This design comes from an exercise in tuning for a short achievable clock period and few clock cycles on the open sky130 flow, not from production work.
Function was checked by simulation only, so behaviour that the tests miss may differ from the original.
Power figures rest on the tool's default switching activity, not on a simulated workload.

==> design.v <==
module ipc_rx_deframer (
    input  wire       clk,
    input  wire       rst,         
    input  wire       s_valid,
    output wire       s_ready,
    input  wire [7:0] s_data,
    output reg        m_valid,
    input  wire       m_ready,
    output reg  [7:0] m_data,
    output reg        m_last,
    output reg        hdr_err,     
    output reg        crc_err      
);
    localparam [15:0] MAX_LEN = 16'd128;
    localparam [1:0] S_SCAN = 2'd0,    
                     S_OUT  = 2'd1;    
    function [15:0] crc_byte;
        input [15:0] acc_in;
        input [7:0]  b;
        integer k;
        reg [15:0] acc;
        begin
            acc = acc_in ^ {b, 8'h00};
            for (k = 0; k < 8; k = k + 1)
                acc = acc[15] ? ((acc << 1) ^ 16'h1021) : (acc << 1);
            crc_byte = acc;
        end
    endfunction
    reg [7:0] mem [0:255];
    reg [7:0] head;             
    reg [8:0] count;            
    wire       push = s_valid && s_ready;
    assign s_ready = (count != 9'd256);
    reg [1:0]  state;
    reg [7:0]  idx;             
    reg [7:0]  len_hi;
    reg [7:0]  len;             
    reg [15:0] crc;
    wire [7:0] rd_addr = head + idx;
    wire [7:0] rdata   = mem[rd_addr];
    wire       avail   = ({1'b0, idx} < count);
    wire [15:0] len_field = {len_hi, rdata};
    wire [7:0]  crc_pos   = len + 8'd10;           
    wire [7:0]  last_pos  = len + 8'd11;           
    reg        drop;
    reg  [7:0] drop_n;
    always @(*) begin
        drop   = 1'b0;
        drop_n = 8'd1;
        if (state == S_SCAN && avail) begin
            case (idx)
                8'd0: drop = (rdata != 8'hFF);
                8'd1: drop = (rdata != 8'h55);
                8'd2: drop = (rdata != 8'hAA);
                8'd9: drop = (len_field > MAX_LEN);
                default: begin
                    if (idx == crc_pos)
                        drop = (rdata != crc[15:8]);
                    else if (idx == last_pos)
                        drop = (rdata != crc[7:0]);
                end
            endcase
        end else if (state == S_OUT && m_valid && m_ready && m_last) begin
            drop   = 1'b1;
            drop_n = last_pos + 8'd1;
        end
    end
    always @(posedge clk) begin
        if (push)
            mem[head + count[7:0]] <= s_data;
    end
    always @(posedge clk) begin
        if (rst) begin
            head  <= 8'd0;
            count <= 9'd0;
        end else begin
            if (drop)
                head <= head + drop_n;
            count <= count + {8'd0, push} - (drop ? {1'b0, drop_n} : 9'd0);
        end
    end
    always @(posedge clk) begin
        if (rst) begin
            state     <= S_SCAN;
            idx       <= 8'd0;
            len_hi    <= 8'd0;
            len       <= 8'd0;
            crc       <= 16'd0;
            m_valid   <= 1'b0;
            m_data    <= 8'd0;
            m_last    <= 1'b0;
            hdr_err   <= 1'b0;
            crc_err   <= 1'b0;
        end else begin
            hdr_err <= 1'b0;
            crc_err <= 1'b0;
            case (state)
                S_SCAN: begin
                    if (avail) begin
                        if (drop) begin
                            idx <= 8'd0;
                            if (idx == 8'd9)
                                hdr_err <= 1'b1;
                            else if (idx > 8'd9)
                                crc_err <= 1'b1;
                        end else begin
                            idx <= idx + 8'd1;
                            if (idx == 8'd2)
                                crc <= 16'd0;
                            if (idx >= 8'd3 && idx < crc_pos && !(idx == 8'd9 && len_field > MAX_LEN))
                                crc <= crc_byte(crc, rdata);
                            if (idx == 8'd8)
                                len_hi <= rdata;
                            if (idx == 8'd9)
                                len <= rdata;
                            if (idx == last_pos && idx > 8'd9) begin
                                state <= S_OUT;
                                idx   <= 8'd3;
                            end
                        end
                    end
                end
                S_OUT: begin
                    if (m_valid && m_ready && m_last) begin
                        m_valid <= 1'b0;
                        m_last  <= 1'b0;
                        state   <= S_SCAN;
                        idx     <= 8'd0;
                    end else if (!m_valid || m_ready) begin
                        m_valid <= 1'b1;
                        m_data  <= rdata;
                        m_last  <= (idx == last_pos);
                        idx     <= idx + 8'd1;
                    end
                end
                default: state <= S_SCAN;
            endcase
        end
    end
endmodule
==> run.sh <==
#!/bin/bash
# synth_recipe.tcl (not shown) runs the flow's synth.tcl, then flattens the netlist and writes it again
# the make line also repeats each setting of config.mk as NAME=value (left out here)
make -C /OpenROAD-flow-scripts/flow DESIGN_CONFIG=/design/flow/config.mk WORK_HOME=/design/flow/orfs CLKGATE_MAP_FILE= SYNTH_SCRIPT=/design/flow/synth_recipe.tcl finish
==> config.mk <==
export PLATFORM = sky130hd
export DESIGN_NAME = ipc_rx_deframer
export DESIGN_NICKNAME = ipc_rx_deframer
export VERILOG_FILES = /design/flow/design.v
export SDC_FILE = /design/flow/constraint.sdc
export NUM_CORES = 4
export LEC_CHECK = 0
export CAP_MARGIN = 20
export CORE_MARGIN = 2
export CORE_UTILIZATION = 40
export PLACE_DENSITY = 0.6
export SLEW_MARGIN = 20
==> constraint.sdc <==
create_clock -name core_clock -period 10.0 [get_ports {clk}]
set_input_delay 2.0000 -clock core_clock [delete_from_list [all_inputs] [get_ports {clk}]]
set_output_delay 2.0000 -clock core_clock [all_outputs]
set_load 0.01 [all_outputs]
==> summary.md <==
| Metric | Value |
|---|---|
| Result of the run | no timing/DRC/antenna violations |
| Min-Delay Endpoint | m_data[2]$_SDFFE_PP0P_ |
| I/O Buffers | 24 |
| Synth cell count leaders | edfxtp_1 (2,048), mux4_2 (517), nand2_1 (339) |
| Final setup fails | 0 |
| Worst Hold Path Cells | 2 |
| Utilization after layout | 0.4500 |
| Synth Instances | 4,474 |
| Post_cts resized | 0 |
| Seq cells post-synth | 2,118 |
| WL final | 233,400 um |
| Register-to-register setup slack | 0.76 ns |
| Post-CTS setup buffers | 0 |
| Max-Cap Viols | 0 |
| Drc violations | 0 |
| Ys flop type | edfxtp_1 |
| CTS tree | done |
| First-pass iteration count of the detailed router | 6 |
| Crit-path slowest cell | fa_4 |
| Area Overhead vs Synth | 11.73% |
| Peak supply drop | 0.0002120 V |
| Die height | 468.9 um |
| Min-delay src | m_data[2]$_SDFFE_PP0P_ |
| Worst Skew | 0.03839 ns |
| Routed Antenna Nets | 0 |
| Top-count cell post-synth | edfxtp_1 |
| Largest family of logic cells by synthesized area | multiplexers |
| Final worst path period need | 9.236 ns |
| Fmax | 0.1083 GHz |
| Remaining Overflow, GRT | 0 |
| Final Hold Viols | 0 |
| Post-synth EDFFs | 2,048 |
| Syn Nets | 4,550 |
| Synthesized-area fraction occupied by adder cells | 0.009611 |
| Detailed Route Iter0 Violations | 5,686 |
| Yosys cell types | 101 |
| Top cells by area, synth | edfxtp_1 (71%), mux4_2 (13%), dfxtp_1 (1.6%) |
| Reg2reg start | idx[1]$_SDFFE_PP0P_ |
| Largest area contributor in the netlist | edfxtp_1 |
| Yosys top cell area share | 0.7115 |
| Setup_tns | 0 ns |
| Leakage | 30.18 nW |
| Worst-Margin Slew | 1.090 ns |
| Clock sinks | 2,118 |
| Core ar. | 0.2146 mm2 |
| Worst setup path category | register to register |
| Multiplexer area fraction after synthesis | 0.1488 |
| Ports | 25 |
| Largest net degree at the start of global routing | 141 |
| H-tree depth | 4 |
| YS warnings | 1 |
| Syn_area_per_cell | 19.32 um2 |
| HPWL after detailed placement | 139,600 um |
| Asr flop ratio synth | 0 |
| Vias in the first global route | 44,450 |
| GRT Total Usage | 0.2115 |
| Design Area, Final | 0.09658 mm2 |
| Final worst path period share | 0.9236 |
| CTS root buffer | clkbuf_16 |
| Max Slew Vio Count | 0 |
| Hold_buf cts | 0 |
| DR vias | 44,960 |
| Xor and xnor fraction of the mapped netlist area | 0.009800 |
| Slew margin rel. | 0.2735 |
| Worst R2R End | count[8]$_SDFF_PP0_ |
| RSZ-0062 raised after global routing | false |
| Netlist Area Pre-Place | 0.08644 mm2 |
| Final Wtd Congestion | 0.8882 |
| CTS buffer count | 209 |
| First-pass GRT wire length | 332,800 um |
| Hold Path Class | register to register |
| Synth Area in Compound Gates | 0.03257 |
| Simple-gate area share of the yosys netlist | 0.04869 |
| DIE WIDTH | 468.9 um |
| DR vias/cell | 5.919 |
| Final nets | 4,656 |
| Wire per inst | 30.72 um |
| Slowest cell delay on critical path | 1.18 ns |
| Clk pin slew, worst setup/hold paths | 0.07 ns |
| Seq/Total Area, Yosys | 0.7277 |
| Placed Area | 0.09003 mm2 |
| Initial antenna violation count | 7 |
| Worst setup SP type | register |
| Row count | 170 |
| Crit end category | register |
| Worst path required time | 10.73 ns |
| R2r worst-path depth | 28 |
| Share of layout cells above drive strength 1 | 0.2125 |
| CP Max Fanout | 37 |
| P per Cell Area | 278.7 mW/mm2 |
| Arr. time, crit path | 9.97 ns |
| Clk latency of the worst-skew pair | 0.86 ns |
| CTS max path bufs | 3 |
| Initial Utilization | 0.4028 |
| Total die area | 0.2198 mm2 |
## placed cells by master (no fill, tap or decap), types with 36 or more instances in the layout
cell type and count:
a21oi_1 44, buf_4 103, clkbuf_1 56, clkbuf_16 212, clkinv_1 55, dfxtp_1 70, edfxtp_1 2048, ha_1 59
inv_1 52, mux4_1 36, mux4_2 517, nand2_1 323, nand3_1 61, nand4_1 37, nor2_1 327, o21ai_0 46
xnor2_1 58
## how the worst max path moves through the flow
stage                                   start                   to  cells after the start
final                     idx[1]$_SDFFE_PP0P_  count[8]$_SDFF_PP0_                     28
after CTS                 idx[1]$_SDFFE_PP0P_  count[8]$_SDFF_PP0_                     28
after global placement    idx[1]$_SDFFE_PP0P_  count[8]$_SDFF_PP0_                     28
after global routing      idx[1]$_SDFFE_PP0P_  count[8]$_SDFF_PP0_                     28
after detailed placement  idx[1]$_SDFFE_PP0P_  count[8]$_SDFF_PP0_                     28
after floorplan           idx[0]$_SDFFE_PP0P_  count[8]$_SDFF_PP0_                     33
## per-layer routing
metal  up-vias  share of wire  track usage
li1      18490              -            -
met1     24000           0.42       0.2992
met4         2          0.034      0.07254
met2      2082           0.46       0.3255
met3       395          0.085      0.04550
met5         -       0.000056            0
## report_power, final
group / switching, W / total, W / internal (W)
sequential: 0.0000672 / 0.00994 / 0.00988
combinational: 0.00520 / 0.00940 / 0.00420
clock: 0.00335 / 0.00758 / 0.00424
## cell type report
type	count	area (um2)
diodes	4	10.01
clock inverters	115	960.9
repair buffers	159	1673
fillers	17960	118000
clock buffers	270	5543
well taps	2838	3551
multi-input cells	2040	21740
flip-flops and latches	2118	62900
inverters	52	195.2
## flip-flops by register name, summed over array words and instances (netlist names), 8 cells and up
signal	count
count	9
crc	16
head	8
idx	8
len	8
len_hi	8
m_data	8
mem	2048
## worst max-delay path: cells and delay by family (launching register included)
family	cells	cell delay [ns]
AOI/OAI and AO/OA	10	2.80
adders and majority gates	4	2.18
buffers and inverters	5	1.09
and+or+nand+nor	5	1.03
muxes	2	0.94
DFF	1	0.53
xor gates and xnor gates	2	0.44
## through the flow
step | total power, W | setup WS (ns) | hold WS (ns) | cells
finish | 0.02692 | 0.7643 | 0.4669 | 7596
global route | 0.02786 | 0.3765 | 0.4989 | 7592
CTS | 0.02708 | 0.8042 | 0.4679 | 7591
detailed placement | 0.01956 | 0.8475 | 0.4593 | 7206
global placement | 0.01954 | 0.8377 | 0.4589 | 7205
floorplan | 0.01690 | 2.946 | 0.4760 | 4474
## cells by family after synthesis
family | Yosys count
buffers and inverters | 316
AND/OR/NAND/NOR | 942
adder cells (fa/ha/maj) | 64
XOR/XNOR | 92
multiplexers | 579
AO/OA/AOI/OAI | 363
flip-flops | 2118
Testbench counts, summed over its fixed seeds: cycles 65,375.

[port drivers added, routing unchanged]
The results above use ideal ports. As a check the final layout listed here was re-extracted and re-timed, cells and wires unchanged. Step 1 sets driving cells, clkbuf_16 on the clock port and buf_2 on the other inputs (assumed; they add their load-dependent delay and slew). Step 2 moves the port delays by t, midway between the first and last clock arrival at a register: inputs arrive t later, outputs are due t later. That takes back most of the time a late clock gives input paths. Three values: ideal, step 1, step 2; two values: the first two.
t (ns): 0.935
slack for setup (ns): 0.764 / 0.764 / 0.764
hold WS [ns]: 0.467 / 0.467 / 0.467
worst setup path at the end: register to register
pins driven straight from the clock port: 1
After both steps this run still meets setup and hold. The setup slack of this run moves by 0.000 ns with the drivers and by 0.000 ns with both steps.
